This design comes from an exercise in tuning for small area, a short achievable clock period and few clock cycles per item on the open sky130 flow, not from production work. Only simulation tests tie the RTL to the original design; equivalence was not proved.

job 6955:
// ldsdk_pll
module ldsdk_pll #(
    parameter integer P_TICKS   = 240000,
    parameter integer REF_POINT = 1000,
    parameter integer TC        = 10,
    parameter integer K_CLIP    = 2,
    parameter integer G_LEAD    = 3,
    parameter integer G_CLIP    = 1,
    parameter integer G_INT     = 24,
    parameter integer SCALE     = 5,
    parameter integer TRIM_BITS = 10
) (
    input  wire                 clk,
    input  wire                 rst,
    input  wire                 in_valid,
    output wire                 in_ready,
    input  wire [15:0]          in_fn,
    input  wire [31:0]          in_t,
    input  wire                 in_wait_sync,
    input  wire                 in_sf_valid,
    input  wire [15:0]          in_sf_frame,
    output reg                  done,
    output reg                  start,
    output reg  [TRIM_BITS-1:0] trim_out,
    output reg                  sat,
    output wire [31:0]          phase,
    output wire [31:0]          err,
    output reg  [15:0]          last_fn,
    output wire [31:0]          last_fts,
    output reg                  fault
);
    function [32:0] add_rc;
        input [31:0] a;
        input [31:0] b;
        input        cin;
        integer i;
        reg c;
        begin
            c = cin;
            for (i = 0; i < 32; i = i + 1) begin
                add_rc[i] = a[i] ^ b[i] ^ c;
                c = (a[i] & b[i]) | (a[i] & c) | (b[i] & c);
            end
            add_rc[32] = c;
        end
    endfunction
    function [32:0] add_pf;
        input [31:0] a;
        input [31:0] b;
        input        cin;
        integer i, l, s;
        reg [31:0] g, p, gg, pp, g2, p2;
        begin
            g = a & b;
            p = a ^ b;
            gg = g;
            pp = p;
            gg[0] = g[0] | (p[0] & cin);
            for (l = 0; l < 5; l = l + 1) begin
                g2 = gg;
                p2 = pp;
                for (i = 0; i < 32; i = i + 1) begin
                    if (((i >> l) & 1) == 1) begin
                        s = ((i >> l) << l) - 1;
                        g2[i] = gg[i] | (pp[i] & gg[s]);
                        p2[i] = pp[i] & pp[s];
                    end
                end
                gg = g2;
                pp = p2;
            end
            add_pf[0] = p[0] ^ cin;
  ...
Size in the first run: roughly 2500 cells after synthesis, about 200 I/O pins, ~21000 um2 of cells after synthesis.
==> flow/config.mk <==
export PLATFORM = sky130hd
export DESIGN_NAME = ldsdk_pll
export DESIGN_NICKNAME = ldsdk_pll
export VERILOG_FILES = /design/flow/design.v
export SDC_FILE = /design/flow/constraint.sdc
export NUM_CORES = 4
export LEC_CHECK = 0
export ABC_AREA = 1
export CAP_MARGIN = 20
export CORE_MARGIN = 2
export CORE_UTILIZATION = 70
export CTS_BUF_LIST = sky130_fd_sc_hd__clkbuf_8
export CTS_CLUSTER_DIAMETER = 60
export CTS_CLUSTER_SIZE = 14
export PLACE_DENSITY = 0.85
export SLEW_MARGIN = 20
==> flow/constraint.sdc <==
create_clock -name core_clock -period 70.0 [get_ports {clk}]
set_input_delay 14.0000 -clock core_clock [delete_from_list [all_inputs] [get_ports {clk}]]
set_output_delay 14.0000 -clock core_clock [all_outputs]
set_load 0.01 [all_outputs]
standard.sh (not shown) runs the stock make flow with config.mk's settings and CLKGATE_MAP_FILE= SYNTH_SCRIPT=/design/flow/synth_recipe.tcl, a recipe that flattens the netlist after the stock synthesis.
==> flow/flow/run.sh <==
#!/bin/bash
# The standard layout (standard.sh) with three changes:
#  - synthesis maps the combinational logic with flow/abc_nf.script, an
#    area-oriented ABC script (&nf with relaxed delay), in place of ORFS's
#    abc_area.script; everything else in synthesis is synth_recipe.tcl as is
#    (synth -nofsm -noshare, flatten, renames; registers untouched by ABC);
#    ADDER_MAP_FILE is left empty, so the adders are not extracted into
#    fa/ha cells first but mapped by ABC with the rest of the logic
#  - the port buffers are sky130_fd_sc_hd__buf_1
#  - after placement, flow/upsize.tcl gives the flip-flops that drive
#    several output ports a stronger drive (dfxtp_4)
# Each ORFS step's full log stays in orfs/logs/; make's output goes to
# standard_place.log and standard_finish.log, the resizing step's to upsize.log.
set -e
here=$(pwd)
{
  echo "proc abc {args} {"
  echo "  set i [lsearch -exact \$args -script]"
  echo "  if {\$i >= 0} { lset args [expr {\$i + 1}] $here/flow/abc_nf.script }"
  echo "  yosys abc {*}\$args"
  echo "}"
  cat synth_recipe.tcl
} > synth_abc_nf.tcl
args=("SYNTH_SCRIPT=$here/synth_abc_nf.tcl" "ADDER_MAP_FILE=" "BUFFER_PORTS_ARGS=-buffer_cell sky130_fd_sc_hd__buf_1")
bash standard.sh "${args[@]}" place > standard_place.log 2>&1
UPSIZE_RESULTS=$here/orfs/results/sky130hd/ldsdk_pll/base openroad -no_init -exit flow/upsize.tcl > upsize.log 2>&1
bash standard.sh "${args[@]}" finish > standard_finish.log 2>&1
==> flow/flow/abc_nf.script <==
strash
&get -n
&fraig -x
&put
dc2
strash
&get -n
&dch -f
&nf -R 1000 -p
&put
buffer -c
topo
stime -c
upsize -c
dnsize -c
Other scripts of this flow, unchanged in this note and not shown: flow/flow/upsize.tcl
Testbench counts of job 6955, summed over its fixed seeds: cycles 3,224, items 3,200.
Modified inputs, job 6195 compared to job 6955
--- a/flow/flow/run.sh
+++ b/flow/flow/run.sh
@@ -5,5 +5,3 @@
 #    abc_area.script; everything else in synthesis is synth_recipe.tcl as is
-#    (synth -nofsm -noshare, flatten, renames; registers untouched by ABC);
-#    ADDER_MAP_FILE is left empty, so the adders are not extracted into
-#    fa/ha cells first but mapped by ABC with the rest of the logic
+#    (synth -nofsm -noshare, flatten, renames; registers untouched by ABC)
 #  - the port buffers are sky130_fd_sc_hd__buf_1
@@ -23,3 +21,3 @@
 } > synth_abc_nf.tcl
-args=("SYNTH_SCRIPT=$here/synth_abc_nf.tcl" "ADDER_MAP_FILE=" "BUFFER_PORTS_ARGS=-buffer_cell sky130_fd_sc_hd__buf_1")
+args=("SYNTH_SCRIPT=$here/synth_abc_nf.tcl" "BUFFER_PORTS_ARGS=-buffer_cell sky130_fd_sc_hd__buf_1")
 bash standard.sh "${args[@]}" place > standard_place.log 2>&1
## What came out
- Job 6195 has completed all stages; timing, DRC and antenna checks passed.
- Post-synthesis instance area (job 6195 over job 6955): increase, about 4.6%
- The slew at the pin closest to its max-slew limit number comes out higher for job 6955 vs job 6195.
- Summary of job 6195 over job 6955: number of multi-input combinational cells went down.
- r53[1]$_DFF_P_ as the critical path capture point was reported by job 6955, and phase[18] by job 6195.
- Per the comparison of job 6195 with job 6955, total of clock buffers placed in the layout down 1, xor and xnor area share after synthesis now smaller.
- Looking at worst-path cell with the longest stage delay, the dfxtp_2 result is from job 6955; the dfxtp_4 one comes from job 6195.
[inputs] job 8705 vs job 6195
--- a/flow/flow/run.sh
+++ b/flow/flow/run.sh
@@ -3,5 +3,7 @@
 #  - synthesis maps the combinational logic with flow/abc_nf.script, an
-#    area-oriented ABC script (&nf with relaxed delay), in place of ORFS's
+#    area-oriented ABC script (&nf, delay relaxed by 20%), in place of ORFS's
 #    abc_area.script; everything else in synthesis is synth_recipe.tcl as is
-#    (synth -nofsm -noshare, flatten, renames; registers untouched by ABC)
+#    (synth -nofsm -noshare, flatten, renames; registers untouched by ABC);
+#    ADDER_MAP_FILE is left empty, so the adders are not extracted into
+#    fa/ha cells first but mapped by ABC with the rest of the logic
 #  - the port buffers are sky130_fd_sc_hd__buf_1
@@ -21,3 +23,3 @@
 } > synth_abc_nf.tcl
-args=("SYNTH_SCRIPT=$here/synth_abc_nf.tcl" "BUFFER_PORTS_ARGS=-buffer_cell sky130_fd_sc_hd__buf_1")
+args=("SYNTH_SCRIPT=$here/synth_abc_nf.tcl" "ADDER_MAP_FILE=" "BUFFER_PORTS_ARGS=-buffer_cell sky130_fd_sc_hd__buf_1")
 bash standard.sh "${args[@]}" place > standard_place.log 2>&1
--- a/flow/flow/abc_nf.script
+++ b/flow/flow/abc_nf.script
@@ -8,3 +8,3 @@
 &dch -f
-&nf -R 1000 -p
+&nf -R 20 -p
 &put
--- a/flow/config.mk
+++ b/flow/config.mk
@@ -11,5 +11,4 @@
 export CORE_UTILIZATION = 70
-export CTS_BUF_LIST = sky130_fd_sc_hd__clkbuf_8
-export CTS_CLUSTER_DIAMETER = 60
-export CTS_CLUSTER_SIZE = 14
+export CTS_CLUSTER_DIAMETER = 80
+export CTS_CLUSTER_SIZE = 18
 export PLACE_DENSITY = 0.85
### Flow results
Job 8705 reports its leading cell type in the layout, fill and taps excluded as dfxtp_1 while job 6195 reports inv_1. Setup slack in job 8705 is smaller than in job 6195. [compare] base=job 6195 new=job 8705: required time of the critical path increased 14.50 ns, design area went down by 3.1%, number of buffers and inverters on the critical path up 1. Comparing critical path's largest stage delay for job 6195 and job 8705, the bigger number came from job 8705. Job 6195 ended up with met5 as its uppermost layer routed; job 8705 ended up with met4. Job 8705 ends up with a later-pin clock latency in the skew report that is 0.02 ns lower than in job 6195.

==> separate check: timing with driven ports <==
In the flow no input, the clock included, has a driving cell. The finished layouts below were timed again as built, in two steps. Step 1 assumes that a clkbuf_16 drives the clock port and a buf_2 every other input. Step 2 times the ports against the registers' clock, not the clock port: input delays grow and output delays shrink by t, the midpoint of the rising clock arrivals with the driver on. a / b / c = no drivers / after step 1 / after step 2; a / b = the first two.
| run | shift t [ns] | slack for setup (ns) | pins driven straight from the clock port |
|---|---|---|---|
| job 6955 | 0.609 | 54.166 / 54.166 / 53.990 | 1 |
| job 6195 | 0.619 | 54.778 / 54.732 / 54.272 | 1 |
| job 8705 | 0.611 | 54.537 / 54.568 / 53.957 | 1 |
After both steps setup and hold are still met in every run listed. The setup slack of job 8705, which loses most, moves by +0.031 ns with the drivers and by -0.580 ns with both steps.
